Source: an optimization exercise on an open RTL-to-GDS flow (aim: small area). Production flows keep margins and buffers that such runs may drop. The RTL was checked by simulation tests, not by an equivalence proof against the original design. No activity file was given, so power comes from the tool's default toggle rates.

## design/flow/design.v

```verilog
module spi_majority (
    input  wire a,
    input  wire b,
    input  wire c,
    output wire y
);
    assign y = (a & b) | (a & c) | (b & c);
endmodule
module drv_spi_transport (
    input  wire         clk,
    input  wire         rst,
    input  wire [7:0]   cmd_valid,
    input  wire [191:0] cmd_data,
    output wire [7:0]   cmd_ready,
    output wire [7:0]   rsp_valid,
    output wire [135:0] rsp_data,
    input  wire [7:0]   rsp_ready,
    output wire         ready,
    output wire         busy,
    output wire         sck,
    output wire         mosi,
    output wire         cs_n,
    input  wire         miso
);
    localparam [2:0] ST_IDLE  = 3'd0,
                     ST_GAP   = 3'd1,
                     ST_START = 3'd2,
                     ST_CSL   = 3'd3,
                     ST_BITS  = 3'd4,
                     ST_CSH   = 3'd5,
                     ST_DONE  = 3'd6;
    reg  [2:0]  st;
    reg  [4:0]  cu;           
    reg  [3:0]  cb;           
    reg  [3:0]  cp;           
    reg         rdy_r;        
    reg         rd;           
    reg         pr;           
    reg  [2:0]  owner;        
    reg         s1, s2;       
    reg         mosi_r;
    reg  [7:0]  req_v, rsp_v, ill;
    reg  [15:0] q [0:7];
    wire st_idle  = (st == ST_IDLE);
    wire st_bits  = (st == ST_BITS);
    wire st_done  = (st == ST_DONE);
    assign ready = rdy_r;
    assign busy  = !(st_idle || st == ST_GAP);
    assign cs_n  = !(st_bits || st == ST_CSH);
    assign sck   = st_bits && (cp >= 4'd2) && (cp <= 4'd6);
    assign mosi  = mosi_r;
    wire cu_ge21 = cu[4] & cu[2] & (cu[1] | cu[0]);
    wire settle  = st_idle && !rdy_r && !cu_ge21;
    wire inc     = settle || st_bits;
    wire p_wrap  = (cp == 4'd14);
    wire last_bit_step = st_bits && p_wrap && (cb == 4'd15);
    wire [7:0]  q15, qz;
    wire        oq15 = q15[owner];
    wire        oz   = qz[owner];
    reg init_bit;
    always @(*) begin
        case (cb)
            4'd2, 4'd4, 4'd5, 4'd8, 4'd9: init_bit = 1'b1;
            default: init_bit = 1'b0;
        endcase
    end
    wire fbit = !rdy_r ? init_bit :
                (rd && (cb >= 4'd5)) ? (cb >= 4'd9) : oq15;
    wire maj;
    spi_majority u_maj (.a(s1), .b(s2), .c(miso), .y(maj));
    wire shin = rd && (pr ? oq15 : maj);
    wire shift = st_bits && (cp == 4'd9) && rdy_r;
    wire post  = st_done && !pr && rdy_r;
    wire [7:0] legal = req_v & ~ill;
    wire       grant_en = st_idle && rdy_r;
    wire [7:0] above = ~(8'hFF >> (3'd7 - owner)) ;
    wire [15:0] rq = {legal, legal & above};
    reg  [15:0] seen;
    integer j;
    always @(*) begin
        seen[0] = 1'b0;
        for (j = 1; j < 16; j = j + 1)
            seen[j] = seen[j-1] | rq[j-1];
    end
    wire [15:0] oh = rq & ~seen;
    wire [7:0]  gnt = (oh[15:8] | oh[7:0]) & {8{grant_en}};
    wire        grant = |gnt;
    wire [2:0]  grant_id = {gnt[4] | gnt[5] | gnt[6] | gnt[7],
                            gnt[2] | gnt[3] | gnt[6] | gnt[7],
                            gnt[1] | gnt[3] | gnt[5] | gnt[7]};
    wire init_issue = st_idle && !rdy_r && cu_ge21 &&
                      (cu[1:0] == 2'b01 || cu[1:0] == 2'b10);
    always @(posedge clk) begin
        if (rst) begin
            st     <= ST_IDLE;
            cu     <= 5'd0;
            cb     <= 4'd2;
            cp     <= 4'd10;
            rdy_r  <= 1'b0;
            owner  <= 3'd7;
            mosi_r <= 1'b1;
        end else begin
            if (inc) begin
                cp <= p_wrap ? 4'd0 : cp + 4'd1;
                if (p_wrap) begin
                    cb <= cb + 4'd1;
                    if (cb == 4'd15)
                        cu <= cu + 5'd1;
                end
            end
            if (st_idle && !rdy_r && cu == 5'd23)
                rdy_r <= 1'b1;
            if (st_bits && cp == 4'd0)
                mosi_r <= fbit;
            if (grant)
                owner <= grant_id;
            case (st)
                ST_IDLE:  if (init_issue || grant) st <= ST_START;
                ST_GAP:   st <= ST_IDLE;
                ST_START: st <= ST_CSL;
                ST_CSL:   st <= ST_BITS;
                ST_BITS:  if (last_bit_step) st <= ST_CSH;
                ST_CSH:   st <= ST_DONE;
                ST_DONE:  st <= pr ? ST_CSL : (!rdy_r && cu == 5'd22) ? ST_GAP : ST_IDLE;
                default:  st <= ST_IDLE;
            endcase
        end
    end
    always @(posedge clk) begin
        if (st == ST_START) begin
            rd <= rdy_r && oq15;
            pr <= rdy_r && oq15 && !oz;
        end else if (st_done) begin
            pr <= 1'b0;
        end
        if (st_bits && cp == 4'd7) s1 <= miso;
        if (st_bits && cp == 4'd8) s2 <= miso;
    end
    genvar g;
    generate
        for (g = 0; g < 8; g = g + 1) begin : g_cl
            wire [23:0] c   = cmd_data[24*g +: 24];
            wire        c_rd  = (c[23:20] == 4'h1);
            wire        c_ill = !(c_rd || c[23:20] == 4'h2);
            wire        own   = busy && rdy_r && (owner == g);
            wire        empty = !req_v[g] && !rsp_v[g] && !own;
            wire        wi    = req_v[g] && ill[g];
            assign cmd_ready[g] = !rst && empty;
            assign rsp_valid[g] = rsp_v[g];
            assign rsp_data[17*g +: 17] = {ill[g], q[g]};
            assign q15[g] = q[g][15];
            assign qz[g]  = (q[g][14:11] == 4'd0);
            wire sh   = shift && (owner == g);
            wire keep = !empty && !sh && !wi;
            always @(posedge clk) begin
                if (rst) begin
                    req_v[g] <= 1'b0;
                    rsp_v[g] <= 1'b0;
                end else begin
                    if (cmd_valid[g] && empty)
                        req_v[g] <= 1'b1;
                    else if (wi || gnt[g])
                        req_v[g] <= 1'b0;
                    if (wi || (post && owner == g))
                        rsp_v[g] <= 1'b1;
                    else if (rsp_ready[g])
                        rsp_v[g] <= 1'b0;
                end
                if (empty)
                    ill[g] <= c_ill;
                q[g] <= ({16{empty}} & {c_rd, c[19:16], c[10:0]}) |
                        ({16{sh}}    & {q[g][14:0], shin}) |
                        ({16{keep}}  & q[g]);
            end
        end
    endgenerate
endmodule
```

## design/flow/run.sh

```bash
#!/bin/bash
# synth_recipe.tcl (not shown) runs the flow's synth.tcl, then flattens the netlist and writes it again
# the make line also repeats each setting of config.mk as NAME=value (left out here)
make -C /OpenROAD-flow-scripts/flow DESIGN_CONFIG=/design/flow/config.mk WORK_HOME=/design/flow/orfs CLKGATE_MAP_FILE= SYNTH_SCRIPT=/design/flow/synth_recipe.tcl finish
```

## design/flow/config.mk

```make
export PLATFORM = sky130hd
export DESIGN_NAME = drv_spi_transport
export DESIGN_NICKNAME = drv_spi_transport
export VERILOG_FILES = /design/flow/design.v
export SDC_FILE = /design/flow/constraint.sdc
export NUM_CORES = 4
export LEC_CHECK = 0
export CAP_MARGIN = 20
export CORE_MARGIN = 2
export CORE_UTILIZATION = 40
export SLEW_MARGIN = 20
```

## design/flow/constraint.sdc

```tcl
create_clock -name core_clock -period 10.0 [get_ports {clk}]
set_input_delay 2.0000 -clock core_clock [delete_from_list [all_inputs] [get_ports {clk}]]
set_output_delay 2.0000 -clock core_clock [all_outputs]
set_load 0.01 [all_outputs]
```

==> impl_metrics.ini, run 1 <==
[setup_path]
crit_top_cell = clkdlybuf4s50_1
crit_family = buffers and inverters
cp.required_ns = 8.00
crit_path_cell_trace = clkdlybuf4s50_1 > buf_4 > inv_1 > and2_1 > clkdlybuf4s50_1
cp-start-kind = primary input
r2r-end = q[6][0]
critical_path_class = in2out
r2r_slack_ns = 6.96
reg2regPathDepth = 7
path_max_fanout = 30
cp-end-kind = output pin
crit_path_max_incr_delay_ns = 0.61
rr_startpoint = owner[1]
arrival_ns = 4.11
worst_path_max_delay_cell = inv_1
path_buf_inv = 4

[clock_tree]
cts-resized-gates = 0
clk_latency_ns = 0.43
cts_root_buf = clkbuf_16
postCtsSetupBuffers = 0
htree_levels = 4
clockBufferDepth = 2
cts_tree = done
cts_inserted_buffers = 17
cts.sinks = 177
path_clk_slew_ns = 0.06
postCtsHoldBufs = 0

[sta]
setup_viol = 0
setup_ws_ns = 3.891
slew_headroom_pct = 29.32
fin_skew_ns = 0.01306
timing.final.crit_share_pct = 61.09
slew_violations = 0
rsz0062_at_grt = no
min_period_ns = 6.109
tns_ns = 0
clock.fmax_mhz = 163.7
worst_pin_slew_ns = 1.052
hold_violations = 0

[synth]
yosysMostFrequentCell = dfxtp_1
synth_top_area_share_pct = 41.84
yosysTopAreaCell = dfxtp_1
ys_types = 68
synth_commonest_cells = dfxtp_1, inv_1, a222oi_1
ys.flop_type = dfxtp_1
synth_area_um2 = 7895
syn-num-nets = 1044
synthArstFlopShare_pct = 0
synth_edf_count = 12
ys_warn_count = 2
syn_inst = 825
ys_top_cells_by_area = dfxtp_1, a222oi_1, inv_1
yosysSeqAreaShare_pct = 46.40
avgSynthCellArea_um2 = 9.570
ys_ff_latch = 177

[floorplan]
die_x_um = 144.5
rows = 51
start_util_pct = 40.70
pin_count = 368
die_area_um2 = 20880
dieHeight_um = 144.5
core_area_um2 = 19400

[global_route]
grt.total_usage_pct = 24.31
antenna_found_initial = 0
grt_max_degree = 31
grt_pass1_vias = 7289
grt_pass1_wl_mm = 39.44
overflow = 0

[final_layout]
nNetsFinal = 1341
syn2layout_area_growth_pct = 51.58
multiInputGateArea_um2 = 3491
drive_above_1_share_pct = 6.085
nFillCells = 1728
stdcell_count = 1399
seq_area_um2 = 3664
diodes = 0

[routing]
drc_errors = 0
vias_per_cell = 5.565
drt-initial-drc-count = 916
routedWlPerCell_um = 18.84
via_count = 7785
wl_mm = 26.36
antenna_left = 0
firstDrtPassIters = 9

[worst_hold_path]
min_from = mosi_r
hold_end = mosi_r
hold_path.class = reg2reg
hold_depth = 2

[placed_design]
io_buffers = 327
gpl.final_weighted_congestion = 0.8695
numPlacedInstances = 1368
dp_hpwl_mm = 19.07
dpl_worst_slack_ns = 3.876

[pwr]
ir_worst_vdd_mv = 0.1238
power_leakage_nw = 4.830
power_density_nw_per_um2 = 169.4

[run]
drv_cap = 0

[outcome]
status = timing/DRC/antenna clean
[layout by cell type, fill, tap and decap left out, drive strengths merged, types with 8 or more instances in the layout]
master / count
o21ai: 28
xnor2: 9
nand2: 36
ha: 8
nor4: 13
a222oi: 115
dfxtp: 165
and2: 15
nor2: 41
a31oi: 9
or3: 10
clkbuf: 23
nand2b: 18
edfxtp: 12
buf: 9
a22oi: 15
nor2b: 10
nor3: 14
a21oi: 14
a211oi: 9
clkdlybuf4s50: 327
inv: 138
nand3: 9
[logic make-up (layout without fill, tap and decap cells)]
logic type / Yosys count / count (layout) / share of synthesized area [%]
and+or+nand+nor: 203 / 203 / 14.83
adders and majority gates: 8 / 8 / 1.268
buffers and inverters: 191 / 500 / 10.02
AOI/OAI and AO/OA: 224 / 224 / 24.30
DFF: 177 / 177 / 46.40
xor gates and xnor gates: 15 / 15 / 1.664
muxes: 7 / 7 / 1.521
[report_power, final]
part | leakage (nW) | total (mW) | switching [mW] | internal (mW)
combinational | 3.04 | 0.434 | 0.175 | 0.259
clock | 0.312 | 0.726 | 0.295 | 0.431
sequential | 1.48 | 0.867 | 0.0752 | 0.792
total | 4.83 | 2.03 | 0.546 | 1.48
[per-stage QoR]
step                area [um2]  hold WS (ns)  total power [mW]  utilization, %
CTS                      11960        0.4990             2.044           61.66
detailed placement       11320        0.4798             1.315           58.35
finish                   11970        0.4974             2.028           61.69
global placement         11320        0.4795             1.315           58.35
global route             11970        0.5244             2.111           61.69
floorplan                 7895        0.4933             1.047               -
[cell type report]
class / count / area share (%)
clock buffer: 23 / 4.454
clock inverter: 8 / 0.9096
inverter: 133 / 4.171
multi-input combinational: 457 / 29.17
sequential: 177 / 30.61
tap: 265 / 2.771
timing repair buffer: 336 / 27.91
[worst min-delay path, delay by kind of cell (launching register included)]
| kind | cells | cell delay, ns |
|---|---|---|
| compound gates | 1 | 0.08 |
| buf+inv | 1 | 0.05 |
| flops | 1 | 0.31 |
[state kept, by name, summed over array words and instances (netlist names), 3 cells and up]
name and cells:
cb 4, cp 4, cu 5, ill 8
owner 3, q 128, req_v 8, rsp_v 8
st 3
[worst max-delay path by stage]
stage	startpoint	to	slack (ns)	depth (start not counted)
after global placement	rst	cmd_ready[3]	3.88	5
after global routing	rst	cmd_ready[3]	3.82	5
final	rst	cmd_ready[3]	3.89	5
after detailed placement	rst	cmd_ready[3]	3.88	5
after CTS	rst	cmd_ready[3]	3.87	5
after floorplan	rst	cmd_ready[0]	5.50	3
[layer usage]
metal  up-vias  routed length, um  GRT usage, %
li1       3724                  -             -
met1      3750              10840         30.39
met2       286              13170         41.36
met3        25               2008         6.788
met4         0                350         6.336
met5         -                  0             0
==> inputs of run 2 (changes only) <==
--- a/design/flow/design.v
+++ b/design/flow/design.v
@@ -40,5 +40,5 @@
     reg         s1, s2;       
     reg         mosi_r;
-    reg  [7:0]  req_v, rsp_v, ill;
+    reg  [7:0]  req_v, rsp_v;
     reg  [15:0] q [0:7];
     wire st_idle  = (st == ST_IDLE);
@@ -55,5 +55,5 @@
     wire p_wrap  = (cp == 4'd14);
     wire last_bit_step = st_bits && p_wrap && (cb == 4'd15);
-    wire [7:0]  q15, qz;
+    wire [7:0]  q15, q0, qz;
     wire        oq15 = q15[owner];
     wire        oz   = qz[owner];
@@ -72,5 +72,5 @@
     wire shift = st_bits && (cp == 4'd9) && rdy_r;
     wire post  = st_done && !pr && rdy_r;
-    wire [7:0] legal = req_v & ~ill;
+    wire [7:0] legal = req_v & ~rsp_v & ~(q15 & q0);
     wire       grant_en = st_idle && rdy_r;
     wire [7:0] above = ~(8'hFF >> (3'd7 - owner)) ;
@@ -142,12 +142,13 @@
             wire [23:0] c   = cmd_data[24*g +: 24];
             wire        c_rd  = (c[23:20] == 4'h1);
-            wire        c_ill = !(c_rd || c[23:20] == 4'h2);
+            wire        c_wr  = (c[23:20] == 4'h2);
             wire        own   = busy && rdy_r && (owner == g);
             wire        empty = !req_v[g] && !rsp_v[g] && !own;
-            wire        wi    = req_v[g] && ill[g];
+            wire        wi    = req_v[g] && !rsp_v[g] && q15[g] && q0[g];
             assign cmd_ready[g] = !rst && empty;
             assign rsp_valid[g] = rsp_v[g];
-            assign rsp_data[17*g +: 17] = {ill[g], q[g]};
+            assign rsp_data[17*g +: 17] = {req_v[g], q[g]};
             assign q15[g] = q[g][15];
+            assign q0[g]  = q[g][0];
             assign qz[g]  = (q[g][14:11] == 4'd0);
             wire sh   = shift && (owner == g);
@@ -160,5 +161,5 @@
                     if (cmd_valid[g] && empty)
                         req_v[g] <= 1'b1;
-                    else if (wi || gnt[g])
+                    else if (gnt[g] || (rsp_v[g] && rsp_ready[g]))
                         req_v[g] <= 1'b0;
                     if (wi || (post && owner == g))
@@ -167,7 +168,5 @@
                         rsp_v[g] <= 1'b0;
                 end
-                if (empty)
-                    ill[g] <= c_ill;
-                q[g] <= ({16{empty}} & {c_rd, c[19:16], c[10:0]}) |
+                q[g] <= ({16{empty}} & {!c_wr, c[19:16], c[10:1], !c_rd && (c[0] || !c_wr)}) |
                         ({16{sh}}    & {q[g][14:0], shin}) |
                         ({16{keep}}  & q[g]);
==> design/flow/flow/run.sh (new file) <==
#!/bin/bash
# Standard ORFS layout (the standard.sh), with two changes:
# - the port buffers use the smallest buffer cell, buf_1, instead of the
#   default clkdlybuf4s50_1;
# - the clock tree uses clkbuf_8 cells and no dummy loads.
set -euo pipefail
export BUFFER_PORTS_ARGS="-buffer_cell sky130_fd_sc_hd__buf_1"
export CTS_ARGS="-sink_clustering_enable -repair_clock_nets -buf_list sky130_fd_sc_hd__clkbuf_8 -dont_use_dummy_load"
bash standard.sh > standard_flow.log 2>&1
==> design/flow/standard.sh (new file) <==
#!/bin/bash
# synth_recipe.tcl (not shown) runs the flow's synth.tcl, then flattens the netlist and writes it again
# the make line also repeats each setting of config.mk as NAME=value (left out here)
make -C /OpenROAD-flow-scripts/flow DESIGN_CONFIG=/design/flow/config.mk WORK_HOME=/design/flow/orfs CLKGATE_MAP_FILE= SYNTH_SCRIPT=/design/flow/synth_recipe.tcl "${@:-finish}"
--- a/design/flow/config.mk
+++ b/design/flow/config.mk
@@ -8,4 +8,4 @@
 export CAP_MARGIN = 20
 export CORE_MARGIN = 2
-export CORE_UTILIZATION = 40
+export CORE_UTILIZATION = 50
 export SLEW_MARGIN = 20
removed: design/flow/run.sh
==> run 2 against run 1 <==
  * Total power down 3.9%
  * First-iteration DRC count down 8.2%
  * Setup slack better by 0.73 ns
  * Non-clock buffer count up 3
  * Area after synthesis down 1.4%
  * Fmax up 14%
  * Critical path depth unchanged
  * Core utilization up 0.22 points
  * Die area down 21%
  * Sequential power up 14%
  * Critical endpoint is now cmd_ready[2]
  * Largest cell class is now multi-input combinational cells
==> impl_metrics.ini, run 2 <==
[outcome]
status = timing/DRC/antenna clean

[floorplan]
rows = 45
die_area_um2 = 16580
core_area_um2 = 15200
pin_count = 368
start_util_pct = 51.21
die_x_um = 128.8
dieHeight_um = 128.8

[final_layout]
top_regs = q (128), req_v (8), rsp_v (8)
nFillCells = 1448
final_cell_mix = buf_1, dfxtp_1, inv_1, a222oi_1, nand2_1
largest-register = q
diodes = 0
final_common_cell = buf_1
largest_register_ffs = 128
drive_above_1_share_pct = 5.580
nNetsFinal = 1368
syn2layout_area_growth_pct = 20.91

[sta]
min_period_ns = 5.377
clock.fmax_mhz = 186.0
setup_viol = 0
slew_violations = 0
worst_pin_slew_ns = 1.082
hold_violations = 0
slew_headroom_pct = 27.83
fin_skew_ns = 0.03179
rsz0062_at_grt = no
timing.final.crit_share_pct = 53.77
tns_ns = 0

[synth]
synth_edf_count = 4
ys_ff_latch = 169
yosysSeqAreaShare_pct = 43.97
synthArstFlopShare_pct = 0
syn_inst = 837
ys_top_cells_by_area = dfxtp_1, a222oi_1, inv_1
ys_warn_count = 2
synth_area_um2 = 7785
avgSynthCellArea_um2 = 9.301
synth_top_area_share_pct = 42.43
syn-num-nets = 1056
yosysMostFrequentCell = dfxtp_1
ys_types = 66
ys.flop_type = dfxtp_1
yosysTopAreaCell = dfxtp_1
synth_commonest_cells = dfxtp_1, inv_1, a222oi_1

[clock_tree]
htree_levels = 4
cts-resized-gates = 0
cts_tree = done
cts.sinks = 169
clk_latency_ns = 0.45
clockBufferDepth = 2
postCtsHoldBufs = 0
path_clk_slew_ns = 0.08
cts_root_buf = clkbuf_8
postCtsSetupBuffers = 0
cts_inserted_buffers = 17

[routing]
drc_errors = 0
antenna_left = 0
routedWlPerCell_um = 17.61
vias_per_cell = 5.927
wl_mm = 23.51
firstDrtPassIters = 13
drt-initial-drc-count = 841
via_count = 7913

[pwr]
power_leakage_nw = 3.854
p_total_mw = 1.949
ir_worst_vdd_mv = 0.1255
power_density_nw_per_um2 = 207.0

[setup_path]
cp_num_cells = 5
cp.required_ns = 8.00
critical_path_class = in2out
arrival_ns = 3.38
cp-start-kind = primary input
crit_family = buffers and inverters
worst_path_max_delay_cell = inv_1
path_max_fanout = 31
crit_path_max_incr_delay_ns = 0.60
crit_top_cell = buf_1
cp-endpoint = cmd_ready[2]
crit_path_cell_trace = buf_1 > buf_4 > inv_1 > and2_1 > buf_1
rr_startpoint = st[2]
path_buf_inv = 4
reg2regPathDepth = 6
startpoint = rst
cp-end-kind = output pin
r2r_slack_ns = 6.52
r2r-end = q[3][14]

[global_route]
grt_pass1_wl_mm = 36.12
grt_max_degree = 32
antenna_found_initial = 0
overflow = 0
grt_pass1_vias = 7052
grt.total_usage_pct = 27.34

[placed_design]
gpl.final_weighted_congestion = 0.8870
dp_hpwl_mm = 17.13
io_buffers = 327

[worst_hold_path]
hold_path.class = reg2reg

[run]
drv_cap = 0
run 2: cell types whose count changed after synthesis, moves of 11 or more:
cell / delta
buf_2: -26
clkbuf_1: +16
nand2_1: +22
o31a_1: +11
o21ai_0: -14
a21oi_1: +13
run 2: cells by family after synthesis:
family | after synthesis | share of synthesized area (%)
multiplexers | 7 | 1.543
adder cells (fa/ha/maj) | 9 | 1.414
buffers and inverters | 186 | 9.161
AO/OA/AOI/OAI | 243 | 28.32
AND/OR/NAND/NOR | 216 | 14.80
XOR/XNOR | 7 | 0.7875
flip-flops | 169 | 43.97
run 2: layer usage:
metal  wire [um]  vias to the layer above  global-route usage, %
li1            -                     3828                      -
met1        9853                     3713                  35.52
met2       11180                      344                  44.82
met3        1987                       28                  7.152
met4         488                        0                  8.376
met5           0                        -                      0
run 2: final cells by class:
cell class                 instances  area [um2]  area share, %
multi-input combinational        482        3677          39.07
sequential                       169        3423          36.37
timing repair buffer             339        1318          14.00
inverter                         140       525.5          5.583
tap                              188       235.2          2.499
clock buffer                      17       234.0          2.486
run 2: worst min path at each step:
stage                  from       to  slack [ns]  cells past startpoint
global placement     mosi_r   mosi_r        0.46                      2
floorplan             cu[4]    cu[4]        0.50                      2
global route        q[7][1]  q[7][1]        0.52                      2
finish               mosi_r   mosi_r        0.49                      2
detailed placement   mosi_r   mosi_r        0.47                      2
CTS                  mosi_r   mosi_r        0.49                      2
run 2: per-stage QoR:
| stage | utilization (%) | setup slack (ns) | hold WS [ns] | instance area [um2] | cells |
|---|---|---|---|---|---|
| after global placement | 60.14 | 4.638 | 0.4584 | 9143 | 1317 |
| after CTS | 61.74 | 4.646 | 0.4927 | 9387 | 1335 |
| after floorplan | - | 5.505 | 0.5008 | 7785 | 837 |
| final | 61.92 | 4.623 | 0.4899 | 9413 | 1335 |
| after detailed placement | 60.21 | 4.651 | 0.4656 | 9153 | 1318 |
| after global routing | 61.92 | 4.550 | 0.5226 | 9413 | 1335 |
run 2: where the power goes:
part	internal, mW	total, mW	switching, mW
logic	0.239	0.601	0.362
clock network	0.150	0.362	0.211
registers	0.827	0.986	0.159
total	1.22	1.95	0.732
run 2: tightest hold or removal path: cells and delay by family, from the launching register on:
family	cells	cell delay, ns
flip-flops	1	0.34
multiplexers	1	0.07
AND/OR/NAND/NOR	1	0.06
==> inputs of run 3 (changes only) <==
==> design/flow/flow/run.sh (replaced) <==
#!/bin/bash
# Standard ORFS layout (the standard.sh), with these changes:
# - after floorplan, combinational cells are swapped for the smallest cell of
#   the same function (flow/downsize.tcl); later repair steps fix any slew or
#   capacitance violation this leaves;
# - the port buffers use the smallest buffer cell, buf_1, instead of the
#   default clkdlybuf4s50_1;
# - the clock tree uses clkbuf_8 cells and no dummy loads;
# - power recovery (downsizing of non-critical gates) runs after global route.
set -euo pipefail
export POST_FLOORPLAN_TCL="$PWD/flow/downsize.tcl"
export BUFFER_PORTS_ARGS="-buffer_cell sky130_fd_sc_hd__buf_1"
export CTS_ARGS="-sink_clustering_enable -repair_clock_nets -buf_list sky130_fd_sc_hd__clkbuf_8 -dont_use_dummy_load"
export RECOVER_POWER=100
bash standard.sh > standard_flow.log 2>&1
==> design/flow/flow/downsize.tcl (new file) <==
# Swap each multi-drive combinational cell for the smallest cell of the same
# function (same name up to the drive-strength suffix). Flip-flops are left
# as synthesis made them. Timing has ample slack at this clock period; the
# later repair steps still fix any slew or capacitance violation.
set n_swapped 0
foreach inst [get_cells *] {
  set master [get_property $inst ref_name]
  if {![regexp {^(sky130_fd_sc_hd__[a-z0-9]+)_([0-9]+)$} $master -> base drv]} { continue }
  if {[regexp {df|dl|sdf|edf|tap|fill|decap|conb|clkbuf|buf} $base]} { continue }
  set best ""
  set best_area 1e9
  foreach lc [get_lib_cells ${base}_*] {
    set name [get_property $lc name]
    if {![regexp "^${base}_\[0-9\]+\$" $name]} { continue }
    set a [get_property $lc area]
    if {$a < $best_area} { set best_area $a; set best $name }
  }
  if {$best ne "" && $best ne $master} {
    replace_cell $inst $best
    incr n_swapped
  }
}
puts "downsize: swapped $n_swapped cells"
--- a/design/flow/config.mk
+++ b/design/flow/config.mk
@@ -8,4 +8,4 @@
 export CAP_MARGIN = 20
 export CORE_MARGIN = 2
-export CORE_UTILIZATION = 50
+export CORE_UTILIZATION = 45
 export SLEW_MARGIN = 20
==> run 3 against run 2 <==
  * The layout now fails its checks (capacitance limit, slew limit)
  * First-iteration DRC count grew 1.3%
  * Critical path type unchanged
  * Critical endpoint unchanged
  * Combinational power fell by 2%
  * Critical path depth unchanged
  * Global-route usage decreased by 2.4 points
  * Largest cell class unchanged
  * Core utilization decreased by 7.5 points
  * Via count fell by 0.18%
  * Largest power group unchanged
  * Area after synthesis did not move
  * Die area is 11% higher
==> impl_metrics.ini, run 3 <==
[placed_design]
gpl.final_weighted_congestion = 0.8558
postPlaceCellArea_um2 = 9161
io_buffers = 327
dp_hpwl_mm = 17.62
numPlacedInstances = 1357

[global_route]
grt_pass1_wl_mm = 36.32
grt_pass1_vias = 6859
grt_max_degree = 32
overflow = 0
antenna_found_initial = 1
grt.total_usage_pct = 24.91

[sta]
worst_pin_slew_ns = 2.040
hold_violations = 0
fin_skew_ns = 0.03363
min_period_ns = 6.486
slew_violations = 154
rsz0062_at_grt = no
clock.fmax_mhz = 154.2
slew_headroom_pct = -36.89
timing.final.crit_share_pct = 64.86
setup_viol = 0
tns_ns = 0

[synth]
avgSynthCellArea_um2 = 9.301
yosysTopAreaCell = dfxtp_1
ys_ff_latch = 169
yosysMostFrequentCell = dfxtp_1
ys.flop_type = dfxtp_1
synthArstFlopShare_pct = 0
syn_inst = 837
synth_commonest_cells = dfxtp_1, inv_1, a222oi_1
synth_edf_count = 4
ys_types = 66
yosysSeqAreaShare_pct = 43.97
synth_area_um2 = 7785
synth_top_area_share_pct = 42.43
ys_top_cells_by_area = dfxtp_1, a222oi_1, inv_1
ys_warn_count = 2
syn-num-nets = 1056

[routing]
antenna_left = 0
wl_mm = 23.91
drc_errors = 0
routedWlPerCell_um = 17.39
wl_met2_mm = 11.33
via_count = 7899
vias_per_cell = 5.745
firstDrtPassIters = 9
route.met3.wl_mm = 2.053
route.top_layer_used = met4
wl_met1_mm = 10.24
drt-initial-drc-count = 852

[pwr]
p_comb_share_pct = 30.3
power_density_nw_per_um2 = 208.3
internal_power_mw = 1.209
clock_power_share_pct = 18.8
power_leakage_nw = 3.788
p_switching_mw = 0.7314
ir_worst_vdd_mv = 0.1299
p_seq_share_pct = 50.9
sw_frac_of_total_pct = 37.69

[clock_tree]
cts.sinks = 169
path_clk_slew_ns = 0.10
htree_levels = 4
clk_latency_ns = 0.45
cts_inserted_buffers = 17
postCtsHoldBufs = 0
postCtsSetupBuffers = 0
cts_tree = done
cts_root_buf = clkbuf_8
clockBufferDepth = 2
cts-resized-gates = 0

[floorplan]
pin_count = 368
rows = 48
core_area_um2 = 17120
dieHeight_um = 135.5
start_util_pct = 45.48
die_area_um2 = 18370
die_x_um = 135.5

[outcome]
failed_checks = capacitance limit, slew limit
status = finished with violations

[final_layout]
drive_above_1_share_pct = 3.043
final_common_cell = buf_1
diodes = 0
final_cell_mix = buf_1, dfxtp_1, inv_1, a222oi_1, nand2_1
top_regs = q (128), req_v (8), rsp_v (8)
nNetsFinal = 1371
largest_register_ffs = 128
largest-register = q
fin_util_pct = 54.44
stdcell_count = 1375
syn2layout_area_growth_pct = 19.69
final_cell_area_um2 = 9318

[worst_hold_path]
hold_depth = 2
hold_path.class = reg2reg
min_from = q[6][7]
hold_end = q[6][7]

[setup_path]
arrival_ns = 4.49
r2r_slack_ns = 5.60
path_max_fanout = 31
rr_startpoint = st[2]
cp-start-kind = primary input
cp.required_ns = 8.00
cp-end-kind = output pin
critical_path_class = in2out
r2r-end = q[6][3]
reg2regPathDepth = 6

[run]
drv_cap = 8
run 3: changes by cell type in the layout (fill, tap and decap cells not counted), sizes merged:
cell,previous run,this run
clkbuf,17,25
buf,339,334
run 3: worst max path at each step:
| stage | start | to | slack (ns) | cells past startpoint |
|---|---|---|---|---|
| after detailed placement | rst | cmd_ready[2] | 4.62 | 5 |
| after CTS | rst | cmd_ready[2] | 4.62 | 5 |
| after global routing | rst | cmd_ready[2] | 3.26 | 5 |
| final | rst | cmd_ready[2] | 3.51 | 5 |
| after floorplan | rst | cmd_ready[0] | 5.50 | 3 |
| after global placement | rst | cmd_ready[2] | 4.61 | 5 |
run 3: power groups by stage:
| stage | registers, mW | clock network, mW | logic [mW] |
|---|---|---|---|
| 6_report | 0.988 | 0.365 | 0.587 |
| 5_1_grt | 1.01 | 0.397 | 0.649 |
| 4_1_cts | 0.987 | 0.375 | 0.596 |
| 3_5_place_dp | 0.999 | 0 | 0.595 |
| 3_3_place_gp | 1.00 | 0 | 0.592 |
| 2_1_floorplan | 1.03 | 0 | 0.314 |
run 3: cell families after synthesis:
logic type / Yosys count / share of synthesized area (%)
AO/OA/AOI/OAI: 243 / 28.32
AND/OR/NAND/NOR: 216 / 14.80
buffers and inverters: 186 / 9.161
flip-flops: 169 / 43.97
adder cells (fa/ha/maj): 9 / 1.414
XOR/XNOR: 7 / 0.7875
multiplexers: 7 / 1.543
run 3: area by class of cell:
type / count / area [um2]
clock buffer: 17 / 234.0
fill: 1752 / 7799
inverter: 140 / 525.5
multi-input combinational: 482 / 3543
sequential: 169 / 3423
tap: 225 / 281.5
timing repair buffer: 342 / 1310
run 3: metrics by stage:
stage | total power, mW | setup slack [ns] | hold slack, ns
2_1_floorplan | 1.342 | 5.505 | 0.5008
3_3_place_gp | 1.594 | 4.612 | 0.4613
3_5_place_dp | 1.594 | 4.619 | 0.4759
4_1_cts | 1.958 | 4.615 | 0.4987
5_1_grt | 2.053 | 3.256 | 0.5254
6_report | 1.941 | 3.514 | 0.4977
run 3: critical path: stages:
cell and delay [ns]:
buf_1 0.06, clkbuf_1 1.10, inv_1 0.79, and2_0 0.36
buf_1 0.16
run 3: per-layer routing:
layer	vias to the layer above	global-route usage (%)
met5	-	0
met1	3716	32.44
met3	18	7.258
li1	3836	-
met4	0	5.845
met2	329	40.95
==> inputs of run 4 (changes only) <==
--- a/design/flow/design.v
+++ b/design/flow/design.v
@@ -73,20 +73,23 @@
     wire post  = st_done && !pr && rdy_r;
     wire [7:0] legal = req_v & ~rsp_v & ~(q15 & q0);
-    wire       grant_en = st_idle && rdy_r;
-    wire [7:0] above = ~(8'hFF >> (3'd7 - owner)) ;
-    wire [15:0] rq = {legal, legal & above};
-    reg  [15:0] seen;
-    integer j;
-    always @(*) begin
-        seen[0] = 1'b0;
-        for (j = 1; j < 16; j = j + 1)
-            seen[j] = seen[j-1] | rq[j-1];
-    end
-    wire [15:0] oh = rq & ~seen;
-    wire [7:0]  gnt = (oh[15:8] | oh[7:0]) & {8{grant_en}};
-    wire        grant = |gnt;
-    wire [2:0]  grant_id = {gnt[4] | gnt[5] | gnt[6] | gnt[7],
-                            gnt[2] | gnt[3] | gnt[6] | gnt[7],
-                            gnt[1] | gnt[3] | gnt[5] | gnt[7]};
+    wire       grant = st_idle && rdy_r && (|legal);
+    function [2:0] pe8(input [7:0] x);
+        begin
+            casez (x)
+                8'b???????1: pe8 = 3'd0;
+                8'b??????10: pe8 = 3'd1;
+                8'b?????100: pe8 = 3'd2;
+                8'b????1000: pe8 = 3'd3;
+                8'b???10000: pe8 = 3'd4;
+                8'b??100000: pe8 = 3'd5;
+                8'b?1000000: pe8 = 3'd6;
+                default:     pe8 = 3'd7;
+            endcase
+        end
+    endfunction
+    wire [7:0] above = ~(8'hFF >> (3'd7 - owner));
+    wire [7:0] hi    = legal & above;
+    wire [2:0] grant_id = (|hi) ? pe8(hi) : pe8(legal);
+    wire       bo = busy && rdy_r;
     wire init_issue = st_idle && !rdy_r && cu_ge21 &&
                       (cu[1:0] == 2'b01 || cu[1:0] == 2'b10);
@@ -143,7 +146,7 @@
             wire        c_rd  = (c[23:20] == 4'h1);
             wire        c_wr  = (c[23:20] == 4'h2);
-            wire        own   = busy && rdy_r && (owner == g);
-            wire        empty = !req_v[g] && !rsp_v[g] && !own;
-            wire        wi    = req_v[g] && !rsp_v[g] && q15[g] && q0[g];
+            wire        dec   = (owner == g);
+            wire        empty = !req_v[g] && !rsp_v[g];
+            wire        wi    = req_v[g] && !rsp_v[g] && q15[g] && q0[g] && !(bo && dec);
             assign cmd_ready[g] = !rst && empty;
             assign rsp_valid[g] = rsp_v[g];
@@ -152,5 +155,5 @@
             assign q0[g]  = q[g][0];
             assign qz[g]  = (q[g][14:11] == 4'd0);
-            wire sh   = shift && (owner == g);
+            wire sh   = shift && dec;
             wire keep = !empty && !sh && !wi;
             always @(posedge clk) begin
@@ -161,7 +164,7 @@
                     if (cmd_valid[g] && empty)
                         req_v[g] <= 1'b1;
-                    else if (gnt[g] || (rsp_v[g] && rsp_ready[g]))
+                    else if ((post && dec) || (rsp_v[g] && rsp_ready[g]))
                         req_v[g] <= 1'b0;
-                    if (wi || (post && owner == g))
+                    if (wi || (post && dec))
                         rsp_v[g] <= 1'b1;
                     else if (rsp_ready[g])
--- a/design/flow/flow/run.sh
+++ b/design/flow/flow/run.sh
@@ -7,9 +7,8 @@
 #   default clkdlybuf4s50_1;
 # - the clock tree uses clkbuf_8 cells and no dummy loads;
-# - power recovery (downsizing of non-critical gates) runs after global route.
+
 set -euo pipefail
 export POST_FLOORPLAN_TCL="$PWD/flow/downsize.tcl"
 export BUFFER_PORTS_ARGS="-buffer_cell sky130_fd_sc_hd__buf_1"
 export CTS_ARGS="-sink_clustering_enable -repair_clock_nets -buf_list sky130_fd_sc_hd__clkbuf_8 -dont_use_dummy_load"
-export RECOVER_POWER=100
 bash standard.sh > standard_flow.log 2>&1
--- a/design/flow/config.mk
+++ b/design/flow/config.mk
@@ -9,3 +9,4 @@
 export CORE_MARGIN = 2
 export CORE_UTILIZATION = 45
+export GPL_TIMING_DRIVEN = 0
 export SLEW_MARGIN = 20
==> run 4 against run 3 <==
  * The run now finishes clean
  * Final cell count up 1.5%
  * Sequential cell count unchanged
  * Combinational power down 6.8%
  * Die area down 2.8%
  * Sequential power down 5.4%
  * Area after synthesis down 2.8%
  * Largest power group unchanged
  * Clock skew down 0.0054 ns
  * Register-to-register slack better by 0.92 ns
  * Critical path type unchanged
  * Core utilization up 1.7 points
  * Fmax up 26%
  * Global-route usage up 1.5 points
  * Routed wire length up 2.4%
==> impl_metrics.ini, run 4 <==
[sta]
worst_pin_slew_ns = 0.8709
min_period_ns = 5.167
hold_violations = 0
setup_ws_ns = 4.833
clock.fmax_mhz = 193.5
timing.final.crit_share_pct = 51.67
rsz0062_at_grt = no
setup_viol = 0
fin_skew_ns = 0.02826
slew_violations = 0
tns_ns = 0
hold-worst-slack_ns = 0.4956
slew_headroom_pct = 41.49

[setup_path]
reg2regPathDepth = 9
crit_path_max_incr_delay_ns = 0.67
worst_path_max_delay_cell = clkbuf_1
arrival_ns = 3.17
critical_path_class = in2out
path_buf_inv = 3
cp.required_ns = 8.00
crit_family = buffers and inverters
rr_startpoint = st[1]
cp-start-kind = primary input
r2r_slack_ns = 6.52
r2r-end = q[3][11]
crit_top_cell = clkbuf_1
crit_path_cell_trace = clkbuf_1 > clkbuf_1 > nor3_1 > buf_1
cp-end-kind = output pin
path_max_fanout = 10

[clock_tree]
cts_inserted_buffers = 17
path_clk_slew_ns = 0.09
cts-resized-gates = 0
clk_latency_ns = 0.46
htree_levels = 4
cts_tree = done
postCtsHoldBufs = 0
cts_root_buf = clkbuf_8
postCtsSetupBuffers = 0
cts.sinks = 169
clockBufferDepth = 2

[placed_design]
postPlaceCellArea_um2 = 9040
numPlacedInstances = 1379
io_buffers = 326
dpl_worst_slack_ns = 4.838
gpl.final_weighted_congestion = 0.8931
dp_hpwl_mm = 18.69

[final_layout]
drive_above_1_share_pct = 2.806
final_cell_mix = buf_1, dfxtp_1, inv_1, a222oi_1, nor2_1
final_common_cell = buf_1
syn2layout_area_growth_pct = 22.61
fin_util_pct = 56.12
top_regs = q (128), req_v (8), rsp_v (8)
largest-register = q
diodes = 0
largest_register_ffs = 128
nFillCells = 1649
nNetsFinal = 1397
final_cell_area_um2 = 9274
stdcell_count = 1396

[synth]
yosysMostFrequentCell = dfxtp_1
ys_warn_count = 2
ys_types = 65
synthArstFlopShare_pct = 0
ys_top_cells_by_area = dfxtp_1, a222oi_1, inv_1
synth_commonest_cells = dfxtp_1, inv_1, a222oi_1
ys.flop_type = dfxtp_1
syn_inst = 832
ys_ff_latch = 169
synth_area_um2 = 7564
syn-num-nets = 1051
yosysSeqAreaShare_pct = 45.26
yosysTopAreaCell = dfxtp_1
synth_top_area_share_pct = 43.67
synth_edf_count = 4
avgSynthCellArea_um2 = 9.091

[floorplan]
rows = 47
die_x_um = 133.6
dieHeight_um = 133.6
die_area_um2 = 17860
start_util_pct = 45.77
pin_count = 368
core_area_um2 = 16520

[routing]
via_count = 7991
antenna_left = 0
vias_per_cell = 5.724
drc_errors = 0
drt-initial-drc-count = 957
routedWlPerCell_um = 17.54
wl_mm = 24.49
firstDrtPassIters = 10

[global_route]
grt_pass1_wl_mm = 37.65
overflow = 0
grt_pass1_vias = 7210
grt_max_degree = 17
grt.total_usage_pct = 26.36
antenna_found_initial = 0

[pwr]
p_total_mw = 1.845
power_leakage_nw = 3.838
power_density_nw_per_um2 = 199.0
ir_worst_vdd_mv = 0.09463

[worst_hold_path]
hold_end = q[7][10]
hold_depth = 2
hold_path.class = reg2reg
min_from = q[7][9]

[outcome]
status = timing/DRC/antenna clean

[run]
drv_cap = 0
[run 4: cell count changes after synthesis, moves of 7 or more]
cell      before  now
nor2b_1       16    9
a211oi_2       7    0
nand2_1       58   23
a311oi_2       7    0
nor3_1        10   24
nor2_1        43   64
a211oi_1       2    9
a21oi_1       27   51
o21ai_0       11   19
[run 4: logic make-up after synthesis]
| kind of cell | share of synthesized area [%] |
|---|---|
| AO/OA/AOI/OAI | 27.58 |
| XOR/XNOR | 0.8106 |
| adder cells (fa/ha/maj) | 1.323 |
| buffers and inverters | 9.959 |
| flip-flops | 45.26 |
| multiplexers | 1.125 |
| AND/OR/NAND/NOR | 13.95 |
[run 4: where the power goes]
group	total (mW)	switching (mW)	leakage, nW	internal (mW)
Sequential	0.935	0.129	1.42	0.806
Clock	0.364	0.214	0.122	0.150
Combinational	0.547	0.323	2.30	0.224
[run 4: how the worst max path moves through the flow]
stage                     start  cells after the start  slack [ns]           end
after floorplan             rst                      3        5.41  cmd_ready[0]
after global placement      rst                      4        4.78  cmd_ready[6]
after detailed placement    rst                      4        4.84  cmd_ready[1]
after CTS                   rst                      4        4.83  cmd_ready[1]
after global routing        rst                      4        4.72  cmd_ready[1]
final                       rst                      4        4.83  cmd_ready[1]
[run 4: layer usage]
layer / vias up / wire length (um) / GRT usage, %
met1: 3779 / 10420 / 34.50
met5: - / 0 / 0
met2: 341 / 11760 / 43.38
met4: 0 / 444 / 7.624
li1: 3839 / - / -
met3: 32 / 1857 / 6.469
[run 4: cell type report]
| type | count | area [um2] | area share (%) |
|---|---|---|---|
| Sequential cell | 169 | 3423 | 36.91 |
| Multi-Input combinational cell | 473 | 3353 | 36.16 |
| Clock buffer | 17 | 234.0 | 2.523 |
| Buffer | 47 | 216.5 | 2.334 |
| Timing Repair Buffer | 327 | 1235 | 13.32 |
| Inverter | 143 | 536.8 | 5.788 |
| Tap cell | 220 | 275.3 | 2.968 |
[run 4: tightest hold or removal path, cell delays in order (launching register included)]
cell	delay [ns]
dfxtp_1	0.35
a222oi_1	0.07
inv_1	0.05
==> inputs of run 5 (changes only) <==
--- a/design/flow/flow/run.sh
+++ b/design/flow/flow/run.sh
@@ -1,5 +1,6 @@
 #!/bin/bash
 # Standard ORFS layout (the standard.sh), with these changes:
-# - after floorplan, combinational cells are swapped for the smallest cell of
+# - after floorplan, the buffers synthesis inserted are removed (also when
+#   placement is not timing driven) and combinational cells are swapped for the smallest cell of
 #   the same function (flow/downsize.tcl); later repair steps fix any slew or
 #   capacitance violation this leaves;
--- a/design/flow/flow/downsize.tcl
+++ b/design/flow/flow/downsize.tcl
@@ -1,2 +1,6 @@
+# Remove the buffers that synthesis (abc) inserted; the placement repair
+# step buffers the nets that need it.
+remove_buffers
+
 # Swap each multi-drive combinational cell for the smallest cell of the same
 # function (same name up to the drive-strength suffix). Flip-flops are left
--- a/design/flow/config.mk
+++ b/design/flow/config.mk
@@ -8,5 +8,5 @@
 export CAP_MARGIN = 20
 export CORE_MARGIN = 2
-export CORE_UTILIZATION = 45
+export CORE_UTILIZATION = 40
 export GPL_TIMING_DRIVEN = 0
 export SLEW_MARGIN = 20
==> run 5 against run 4 <==
  * Total power down 1.3%
  * Global-route usage fell by 4.3 points
  * Register-to-register slack worse by 0.07 ns
  * Non-clock buffer count decreased by 41
  * Setup slack improved by 0.35 ns
  * Routed wire length decreased by 5.7%
  * Count of clock-buffer cells in the layout unchanged
  * Combinational power fell by 3.8%
  * Synthesized cell count did not move
  * Sequential cell count unchanged
  * Sequential share of layout area increased by 0.48 points
  * Largest cell class unchanged
  * Highest routed layer unchanged
==> impl_metrics.ini, run 5 <==
[global_route]
grt.busiest_layer = met2
grt.total_usage_pct = 22.03
grt_util_met2_pct = 36.74
overflow = 0
antenna_found_initial = 0
use_met1_pct = 28.25
grt_pass1_vias = 6996
grt_pass1_wl_mm = 35.62
grt_max_degree = 30
grt_util_met3_pct = 4.759

[setup_path]
arrival_ns = 2.81
cp.required_ns = 8.00
path_max_fanout = 29
path_buf_inv = 3
reg2regPathDepth = 6
crit_family = buffers and inverters
cp-start-kind = primary input
crit_path_cell_trace = buf_2 > buf_12 > nor3_1 > buf_1
crit_path_max_incr_delay_ns = 0.21
worst_path_max_delay_cell = buf_12
cp-end-kind = output pin
cp_num_cells = 4
critical_path_class = in2out

[synth]
avgSynthCellArea_um2 = 9.091
synth_top_area_share_pct = 43.67
ys_types = 65
ys.flop_type = dfxtp_1
yosysSeqAreaShare_pct = 45.26
synth_edf_count = 4
yosysMostFrequentCell = dfxtp_1
synth_area_um2 = 7564
ys_warn_count = 2
syn-num-nets = 1051
ys_ff_latch = 169
yosysTopAreaCell = dfxtp_1
synth_commonest_cells = dfxtp_1, inv_1, a222oi_1
ys_top_cells_by_area = dfxtp_1, a222oi_1, inv_1
syn_inst = 832
synthArstFlopShare_pct = 0

[routing]
drt-initial-drc-count = 828
via_count = 7760
routedWlPerCell_um = 16.88
firstDrtPassIters = 11
antenna_left = 0
wl_mm = 23.10
drc_errors = 0
vias_per_cell = 5.668

[placed_design]
numPlacedInstances = 1349
io_buffers = 327
dpl_worst_slack_ns = 5.168
dp_hpwl_mm = 17.04
gpl.final_weighted_congestion = 0.8150
postPlaceCellArea_um2 = 8882

[clock_tree]
cts-resized-gates = 0
htree_levels = 4
cts_tree = done
cts.sinks = 169
postCtsHoldBufs = 0
clk_latency_ns = 0.46
cts_inserted_buffers = 17
path_clk_slew_ns = 0.07
postCtsSetupBuffers = 0
cts_root_buf = clkbuf_8
clockBufferDepth = 2

[sta]
slew_headroom_pct = 28.21
min_period_ns = 4.813
timing.final.crit_share_pct = 48.13
worst_pin_slew_ns = 1.073
rsz0062_at_grt = no
hold-worst-slack_ns = 0.4879
clock.fmax_mhz = 207.8
slew_violations = 0
fin_skew_ns = 0.02976
tns_ns = 0
setup_viol = 0
hold_violations = 0
setup_ws_ns = 5.187

[final_layout]
final_cell_mix = buf_1, dfxtp_1, inv_1, a222oi_1, nor2_1
largest-register = q
syn2layout_area_growth_pct = 21.03
final_cell_area_um2 = 9154
top_regs = q (128), req_v (8), rsp_v (8)
stdcell_count = 1369
diodes = 0
largest_register_ffs = 128
nNetsFinal = 1356
fin_util_pct = 49.10
drive_above_1_share_pct = 3.084
final_common_cell = buf_1

[worst_hold_path]
hold_path.class = reg2reg
hold_depth = 2

[floorplan]
dieHeight_um = 141.5
die_x_um = 141.5
pin_count = 368
core_area_um2 = 18640
rows = 50
die_area_um2 = 20030
start_util_pct = 40.57

[pwr]
ir_worst_vdd_mv = 0.08289
p_total_mw = 1.822
power_leakage_nw = 3.766
power_density_nw_per_um2 = 199.1

[outcome]
status = timing/DRC/antenna clean

[run]
drv_cap = 0
-- run 5: cells by family after synthesis --
logic type,share of synthesized area (%)
fa+ha+maj,1.323
mux,1.125
compound gates,27.58
xor+xnor,0.8106
buf+inv,9.959
simple gates,13.95
flops,45.26
-- run 5: cell type report --
cell class	instances	area (um2)
Fill cell	1877	9489
Sequential cell	169	3423
Multi-Input combinational cell	473	3376
Timing Repair Buffer	333	1291
Inverter	143	536.8
Tap cell	234	292.8
Clock buffer	17	234.0
-- run 5: power breakdown --
group | switching [mW] | leakage, nW | internal [mW]
logic | 0.311 | 2.23 | 0.215
registers | 0.127 | 1.42 | 0.806
clock network | 0.213 | 0.122 | 0.150
-- run 5: worst reg2reg max path, stage by stage (launching register included) --
cell      delay [ns]
dfxtp_1         0.46
or3b_1          0.46
or4_1           0.83
nor2_2          0.70
nor2_1          0.45
a222oi_1        0.47
inv_1           0.08
-- run 5: final timing paths --
path,slack [ns],end,start
hold reg to reg,0.49,q[2][5],q[2][4]
setup / recovery,5.19,cmd_ready[7],rst
hold / removal,0.49,q[2][5],q[2][4]
setup reg to reg,6.45,q[4][13],st[2]
-- run 5: metal layers --
| metal | vias to the layer above | wire length, um |
|---|---|---|
| met1 | 3717 | 9983 |
| met4 | 0 | 402 |
| met2 | 255 | 11240 |
| met5 | - | 0 |
| met3 | 31 | 1477 |
| li1 | 3757 | - |
==> inputs of run 6 (changes only) <==
--- a/design/flow/flow/run.sh
+++ b/design/flow/flow/run.sh
@@ -7,9 +7,10 @@
 # - the port buffers use the smallest buffer cell, buf_1, instead of the
 #   default clkdlybuf4s50_1;
-# - the clock tree uses clkbuf_8 cells and no dummy loads;
+# - the clock tree uses buf_6 cells (smaller than clkbuf_8, and still within
+#   the clock-pin slew limit here) and no dummy loads;
 
 set -euo pipefail
 export POST_FLOORPLAN_TCL="$PWD/flow/downsize.tcl"
 export BUFFER_PORTS_ARGS="-buffer_cell sky130_fd_sc_hd__buf_1"
-export CTS_ARGS="-sink_clustering_enable -repair_clock_nets -buf_list sky130_fd_sc_hd__clkbuf_8 -dont_use_dummy_load"
+export CTS_ARGS="-sink_clustering_enable -repair_clock_nets -buf_list sky130_fd_sc_hd__buf_6 -dont_use_dummy_load"
 bash standard.sh > standard_flow.log 2>&1
==> run 6 against run 5 <==
  * Register-to-register slack gained 0.02 ns
  * Via count is essentially flat
  * First-iteration DRC count fell by 0.24%
  * Sequential cell count did not move
  * Routed wire length shrank 0.41%
  * Fmax down 0.12%
  * Die area is the same
  * Global-route usage barely moved
  * Combinational power is essentially flat
  * Final cell count unchanged
  * Sequential share of layout area grew 0.17 points
  * Synthesized cell count unchanged
  * Largest cell class unchanged
  * Highest routed layer unchanged
==> impl_metrics.ini, run 6 <==
[floorplan]
core_area_um2 = 18640
dieHeight_um = 141.5
start_util_pct = 40.57
pin_count = 368
die_area_um2 = 20030
die_x_um = 141.5
rows = 50

[setup_path]
path_max_fanout = 29
path_buf_inv = 3
crit_family = buffers and inverters
crit_path_cell_trace = buf_2 > buf_12 > nor3_1 > buf_1
cp-end-kind = output pin
cp-start-kind = primary input
cp.required_ns = 8.00
r2r-end = q[4][13]
startpoint = rst
rr_startpoint = st[2]
arrival_ns = 2.82
crit_path_max_incr_delay_ns = 0.21
worst_path_max_delay_cell = buf_2
r2r_slack_ns = 6.47
critical_path_class = in2out
reg2regPathDepth = 6

[synth]
avgSynthCellArea_um2 = 9.091
ys_types = 65
ys.flop_type = dfxtp_1
synth_top_area_share_pct = 43.67
ys_top_cells_by_area = dfxtp_1, a222oi_1, inv_1
synth_commonest_cells = dfxtp_1, inv_1, a222oi_1
synthArstFlopShare_pct = 0
yosysTopAreaCell = dfxtp_1
syn_inst = 832
ys_ff_latch = 169
synth_edf_count = 4
yosysSeqAreaShare_pct = 45.26
yosysMostFrequentCell = dfxtp_1
syn-num-nets = 1051
synth_area_um2 = 7564
ys_warn_count = 2

[sta]
clock.fmax_mhz = 207.5
tns_ns = 0
setup_ws_ns = 5.181
timing.final.crit_share_pct = 48.19
min_period_ns = 4.819
worst_pin_slew_ns = 1.073
fin_skew_ns = 0.03200
slew_headroom_pct = 28.19
hold-worst-slack_ns = 0.4858
slew_violations = 0
rsz0062_at_grt = no
hold_violations = 0
setup_viol = 0

[clock_tree]
cts-resized-gates = 0
cts_tree = done
cts_root_buf = buf_6
clockBufferDepth = 2
postCtsSetupBuffers = 0
path_clk_slew_ns = 0.09
clk_latency_ns = 0.44
htree_levels = 4
cts_inserted_buffers = 17
postCtsHoldBufs = 0
cts.sinks = 169

[final_layout]
final_cell_mix = buf_1, dfxtp_1, inv_1, a222oi_1, nor2_1
top_regs = q (128), req_v (8), rsp_v (8)
stdcell_count = 1369
nFillCells = 1887
largest-register = q
final_common_cell = buf_1
nNetsFinal = 1356
syn2layout_area_growth_pct = 20.46
fin_util_pct = 48.87
drive_above_1_share_pct = 3.084
diodes = 0
largest_register_ffs = 128

[worst_hold_path]
hold_depth = 2
hold_path.class = reg2reg
min_from = q[7][1]
hold_end = q[7][2]

[global_route]
overflow = 0
antenna_found_initial = 0
grt_pass1_wl_mm = 35.58
grt_max_degree = 30
grt.total_usage_pct = 22.02
grt_pass1_vias = 6995

[pwr]
ir_worst_vdd_mv = 0.08256
power_leakage_nw = 3.747
power_density_nw_per_um2 = 198.1

[placed_design]
numPlacedInstances = 1349
dp_hpwl_mm = 17.04
gpl.final_weighted_congestion = 0.8150
io_buffers = 327
dpl_worst_slack_ns = 5.168

[routing]
wl_mm = 23.01
drc_errors = 0
antenna_left = 0
drt-initial-drc-count = 826
via_count = 7755
vias_per_cell = 5.665
routedWlPerCell_um = 16.81
firstDrtPassIters = 10

[run]
drv_cap = 0

[outcome]
status = timing/DRC/antenna clean
## run 6: routing by layer
metal / up-vias / GRT usage, % / wire length, um
li1: 3767 / - / -
met1: 3676 / 28.16 / 9926
met2: 278 / 36.82 / 11150
met5: - / 0 / 0
met4: 0 / 7.632 / 446
met3: 34 / 4.860 / 1489
## run 6: worst register-to-register path: stages (launching register included)
cell      delay, ns
dfxtp_1        0.45
or3b_1         0.46
or4_1          0.83
nor2_2         0.69
nor2_1         0.45
a222oi_1       0.48
inv_1          0.08
## run 6: logic make-up after synthesis
logic type / Yosys count / synth area share (%)
AO/OA/AOI/OAI: 254 / 27.58
XOR/XNOR: 7 / 0.8106
adder cells (fa/ha/maj): 8 / 1.323
buffers and inverters: 190 / 9.959
flip-flops: 169 / 45.26
multiplexers: 6 / 1.125
AND/OR/NAND/NOR: 198 / 13.95
## run 6: layout make-up
cell class                 instances  area, um2  share of cell area, %
inverter                         143      536.8                  5.891
sequential                       169       3423                  37.57
clock buffer                      17      191.4                  2.101
multi-input combinational        473       3376                  37.05
tap                              234      292.8                  3.213
timing repair buffer             333       1291                  14.17
## run 6: stage by stage
step / area [um2] / power (mW)
floorplan: 7564 / 1.264
global placement: 8827 / 1.465
detailed placement: 8882 / 1.470
CTS: 9074 / 1.820
global route: 9111 / 1.922
finish: 9111 / 1.805
## run 6: power by group
group | switching (mW) | internal (mW) | leakage, nW
Combinational | 0.311 | 0.215 | 2.23
Clock | 0.216 | 0.129 | 0.103
Sequential | 0.127 | 0.807 | 1.42
Total | 0.654 | 1.15 | 3.75
## run 6: how the worst max path moves through the flow
| stage | slack (ns) | end | cells past startpoint |
|---|---|---|---|
| floorplan | 5.41 | cmd_ready[0] | 3 |
| global placement | 4.14 | cmd_ready[7] | 3 |
| detailed placement | 5.17 | cmd_ready[7] | 4 |
| CTS | 5.16 | cmd_ready[7] | 4 |
| global route | 5.12 | cmd_ready[7] | 4 |
| finish | 5.18 | cmd_ready[7] | 4 |
==> inputs of run 7 (changes only) <==
--- a/design/flow/design.v
+++ b/design/flow/design.v
@@ -31,5 +31,4 @@
                      ST_DONE  = 3'd6;
     reg  [2:0]  st;
-    reg  [4:0]  cu;           
     reg  [3:0]  cb;           
     reg  [3:0]  cp;           
@@ -39,4 +38,5 @@
     reg  [2:0]  owner;        
     reg         s1, s2;       
+    wire [4:0]  cu = {owner, s1, s2};
     reg         mosi_r;
     reg  [7:0]  req_v, rsp_v;
@@ -50,8 +50,10 @@
     assign sck   = st_bits && (cp >= 4'd2) && (cp <= 4'd6);
     assign mosi  = mosi_r;
-    wire cu_ge21 = cu[4] & cu[2] & (cu[1] | cu[0]);
-    wire settle  = st_idle && !rdy_r && !cu_ge21;
+    wire settled = (owner == 3'd7);
+    wire settle  = st_idle && !rdy_r && !settled;
     wire inc     = settle || st_bits;
     wire p_wrap  = (cp == 4'd14);
+    wire cu_inc  = settle && p_wrap && (cb == 4'd15);
+    wire [4:0] cu_next = cu + 5'd1;
     wire last_bit_step = st_bits && p_wrap && (cb == 4'd15);
     wire [7:0]  q15, q0, qz;
@@ -92,25 +94,23 @@
     wire [2:0] grant_id = (|hi) ? pe8(hi) : pe8(legal);
     wire       bo = busy && rdy_r;
-    wire init_issue = st_idle && !rdy_r && cu_ge21 &&
-                      (cu[1:0] == 2'b01 || cu[1:0] == 2'b10);
+    wire init_idle  = st_idle && !rdy_r && settled;
+    wire init_issue = init_idle && (mosi_r || !rd);
     always @(posedge clk) begin
         if (rst) begin
             st     <= ST_IDLE;
-            cu     <= 5'd0;
             cb     <= 4'd2;
             cp     <= 4'd10;
             rdy_r  <= 1'b0;
-            owner  <= 3'd7;
+            owner  <= 3'd1;
+            s1     <= 1'b1;
+            s2     <= 1'b1;
             mosi_r <= 1'b1;
         end else begin
             if (inc) begin
                 cp <= p_wrap ? 4'd0 : cp + 4'd1;
-                if (p_wrap) begin
+                if (p_wrap)
                     cb <= cb + 4'd1;
-                    if (cb == 4'd15)
-                        cu <= cu + 5'd1;
-                end
             end
-            if (st_idle && !rdy_r && cu == 5'd23)
+            if (init_idle && !mosi_r && rd)
                 rdy_r <= 1'b1;
             if (st_bits && cp == 4'd0)
@@ -118,4 +118,13 @@
             if (grant)
                 owner <= grant_id;
+            else if (cu_inc)
+                owner <= cu_next[4:2];
+            if (cu_inc) begin
+                s1 <= cu_next[1];
+                s2 <= cu_next[0];
+            end else begin
+                if (st_bits && cp == 4'd7) s1 <= miso;
+                if (st_bits && cp == 4'd8) s2 <= miso;
+            end
             case (st)
                 ST_IDLE:  if (init_issue || grant) st <= ST_START;
@@ -125,5 +134,5 @@
                 ST_BITS:  if (last_bit_step) st <= ST_CSH;
                 ST_CSH:   st <= ST_DONE;
-                ST_DONE:  st <= pr ? ST_CSL : (!rdy_r && cu == 5'd22) ? ST_GAP : ST_IDLE;
+                ST_DONE:  st <= pr ? ST_CSL : (!rdy_r && !rd) ? ST_GAP : ST_IDLE;
                 default:  st <= ST_IDLE;
             endcase
@@ -132,11 +141,9 @@
     always @(posedge clk) begin
         if (st == ST_START) begin
-            rd <= rdy_r && oq15;
+            rd <= rdy_r ? oq15 : !mosi_r;
             pr <= rdy_r && oq15 && !oz;
         end else if (st_done) begin
             pr <= 1'b0;
         end
-        if (st_bits && cp == 4'd7) s1 <= miso;
-        if (st_bits && cp == 4'd8) s2 <= miso;
     end
     genvar g;
==> run 7 against run 6 <==
  * Largest power group unchanged
  * Fmax up 2.6%
  * Clock skew up 0.0043 ns
  * Still clean on timing, DRC and antenna
  * Total power down 1.9%
  * Critical endpoint is now cmd_ready[2]
==> impl_metrics.ini, run 7 <==
[floorplan]
rows = 50
start_util_pct = 41.08
die_x_um = 143.1
die_area_um2 = 20470
dieHeight_um = 143.1
pin_count = 368
core_area_um2 = 18830

[pwr]
p_switching_mw = 0.6446
p_seq_share_pct = 51.5
p_comb_share_pct = 28.9
internal_power_mw = 1.126
ir_worst_vdd_mv = 0.08477
clock_power_share_pct = 19.7
sw_frac_of_total_pct = 36.41
power_density_nw_per_um2 = 190.6
power_leakage_nw = 3.861

[routing]
firstDrtPassIters = 5
routedWlPerCell_um = 17.43
via_count = 7755
drt-initial-drc-count = 320
vias_per_cell = 5.469
antenna_left = 0
drc_errors = 0
wl_mm = 24.72

[clock_tree]
cts_inserted_buffers = 17
postCtsSetupBuffers = 0
clockBufferDepth = 2
postCtsHoldBufs = 0
clk_latency_ns = 0.43
cts_root_buf = buf_6
cts_tree = done
htree_levels = 4
path_clk_slew_ns = 0.08
cts.sinks = 164
cts-resized-gates = 0

[setup_path]
path_max_fanout = 24
cp.required_ns = 8.00
cp-end-kind = output pin
arrival_ns = 2.70
critical_path_class = in2out
cp-start-kind = primary input

[worst_hold_path]
hold_path.class = reg2reg

[final_layout]
multiInputGateArea_um2 = 4051
fin_util_pct = 49.32
diodes = 0
largest-register = q
stdcell_count = 1418
drive_above_1_share_pct = 4.750
nFillCells = 1949
top_regs = q (128), req_v (8), rsp_v (8)
largest_register_ffs = 128
seq_area_um2 = 3303
nNetsFinal = 1377
syn2layout_area_growth_pct = 20.07
final_cell_mix = buf_1, dfxtp_1, nand2_1, a21o_1, a22o_1
final_common_cell = buf_1

[synth]
synth_top_area_share_pct = 41.93
ys_warn_count = 2
ys_top_cells_by_area = dfxtp_1, a22o_1, a21o_1
synth_area_um2 = 7735
yosysTopAreaCell = dfxtp_1
ys_types = 69
avgSynthCellArea_um2 = 9.111
syn-num-nets = 1066
synth_commonest_cells = dfxtp_1, nand2_1, a21o_1
ys.flop_type = dfxtp_1
ys_ff_latch = 164
synthArstFlopShare_pct = 0
yosysMostFrequentCell = dfxtp_1
synth_edf_count = 2
syn_inst = 849
yosysSeqAreaShare_pct = 42.70

[sta]
slew_headroom_pct = 26.96
clock.fmax_mhz = 212.9
min_period_ns = 4.697
slew_violations = 0
tns_ns = 0
fin_skew_ns = 0.03633
setup_viol = 0
hold_violations = 0
worst_pin_slew_ns = 1.092
rsz0062_at_grt = no
timing.final.crit_share_pct = 46.97

[placed_design]
dp_hpwl_mm = 18.76
gpl.final_weighted_congestion = 0.8887
numPlacedInstances = 1401
io_buffers = 327

[global_route]
grt_max_degree = 30
antenna_found_initial = 0
grt.total_usage_pct = 23.39
overflow = 0
grt_pass1_vias = 7158
grt_pass1_wl_mm = 37.85

[outcome]
status = timing/DRC/antenna clean

[run]
drv_cap = 0
[run 7: path summary, 6_finish.rpt]
check                           depth (start not counted)            to  slack (ns)     start
worst min register to register                          2       q[2][1]        0.45   q[2][1]
worst min-delay path                                    2       q[2][1]        0.45   q[2][1]
worst max-delay path                                    4  cmd_ready[2]        5.30       rst
worst max register to register                          6      q[5][15]        6.65  owner[2]
[run 7: worst max-delay path, cell delays in order]
cell and delay [ns]:
buf_2 0.17, buf_12 0.19, nor3_1 0.15, buf_1 0.17
[run 7: cells by family after synthesis]
logic type / synth area share, %
buffers and inverters: 4.190
adders and majority gates: 0.9705
AOI/OAI and AO/OA: 32.00
DFF: 42.70
and+or+nand+nor: 18.42
muxes: 1.262
xor gates and xnor gates: 0.4530
[run 7: layout make-up]
cell class,count,area share (%)
Inverter,22,0.8891
Tap cell,260,3.503
Timing Repair Buffer,339,14.36
Sequential cell,164,35.57
Clock buffer,17,2.061
Multi-Input combinational cell,616,43.62
[run 7: power groups by stage]
stage	Combinational [mW]	Clock (mW)	Sequential, mW
3_3_place_gp	0.498	0	0.920
5_1_grt	0.564	0.385	0.929
3_5_place_dp	0.513	0	0.921
4_1_cts	0.514	0.360	0.909
2_1_floorplan	0.275	0	0.943
6_report	0.511	0.348	0.911
[run 7: through the flow]
step           cell area [um2]  total power [mW]  hold WS [ns]  worst slack (ns)
6_report                  9288             1.770        0.4524             5.303
5_1_grt                   9288             1.879        0.4742             5.231
4_1_cts                   9264             1.783        0.4549             5.305
3_5_place_dp              9072             1.434        0.4435             5.304
3_3_place_gp              8902             1.418        0.4410             4.365
2_1_floorplan             7735             1.219        0.4743             5.552
[run 7: metal layers]
metal,vias to the layer above,global-route usage [%],routed length (um)
met3,31,5.332,1526
met1,3639,29.90,10680
li1,3809,-,-
met5,-,0,0
met4,0,8.129,527
met2,276,38.78,11990

afterwards: timing with drivers on the ports:
No port has a modelled driver above. Below, the same layouts with a new extraction and two added sets of constraints. Step 1 assumes that a clkbuf_16 drives the clock port and a buf_2 every other input. Step 2 also shifts input and output timing later by t, the mid clock arrival at the registers, as if the neighbouring blocks saw the same clock. a / b / c = ideal / step 1 / step 2; a / b = the first two.
run	t, ns	setup WS [ns]	hold WS [ns]	slew at the worst register clock pin (ns)
run 1	0.473	3.891 / 3.854 / 3.854	0.497 / 0.497 / 0.497	0.07 / 0.07
run 2	0.476	4.623 / 4.603 / 4.603	0.490 / 0.490 / 0.490	0.10 / 0.10
run 3	0.480	3.514 / 3.479 / 3.479	0.498 / 0.498 / 0.498	0.10 / 0.10
run 4	0.480	4.833 / 4.805 / 4.805	0.496 / 0.496 / 0.496	0.09 / 0.09
run 5	0.484	5.187 / 5.165 / 5.165	0.488 / 0.488 / 0.488	0.09 / 0.09
run 6	0.466	5.181 / 5.159 / 5.159	0.486 / 0.486 / 0.486	0.10 / 0.10
run 7	0.460	5.303 / 5.273 / 5.273	0.452 / 0.452 / 0.452	0.10 / 0.10
The setup slack of run 1, which loses most, moves by -0.037 ns with the drivers and by -0.037 ns with both steps.
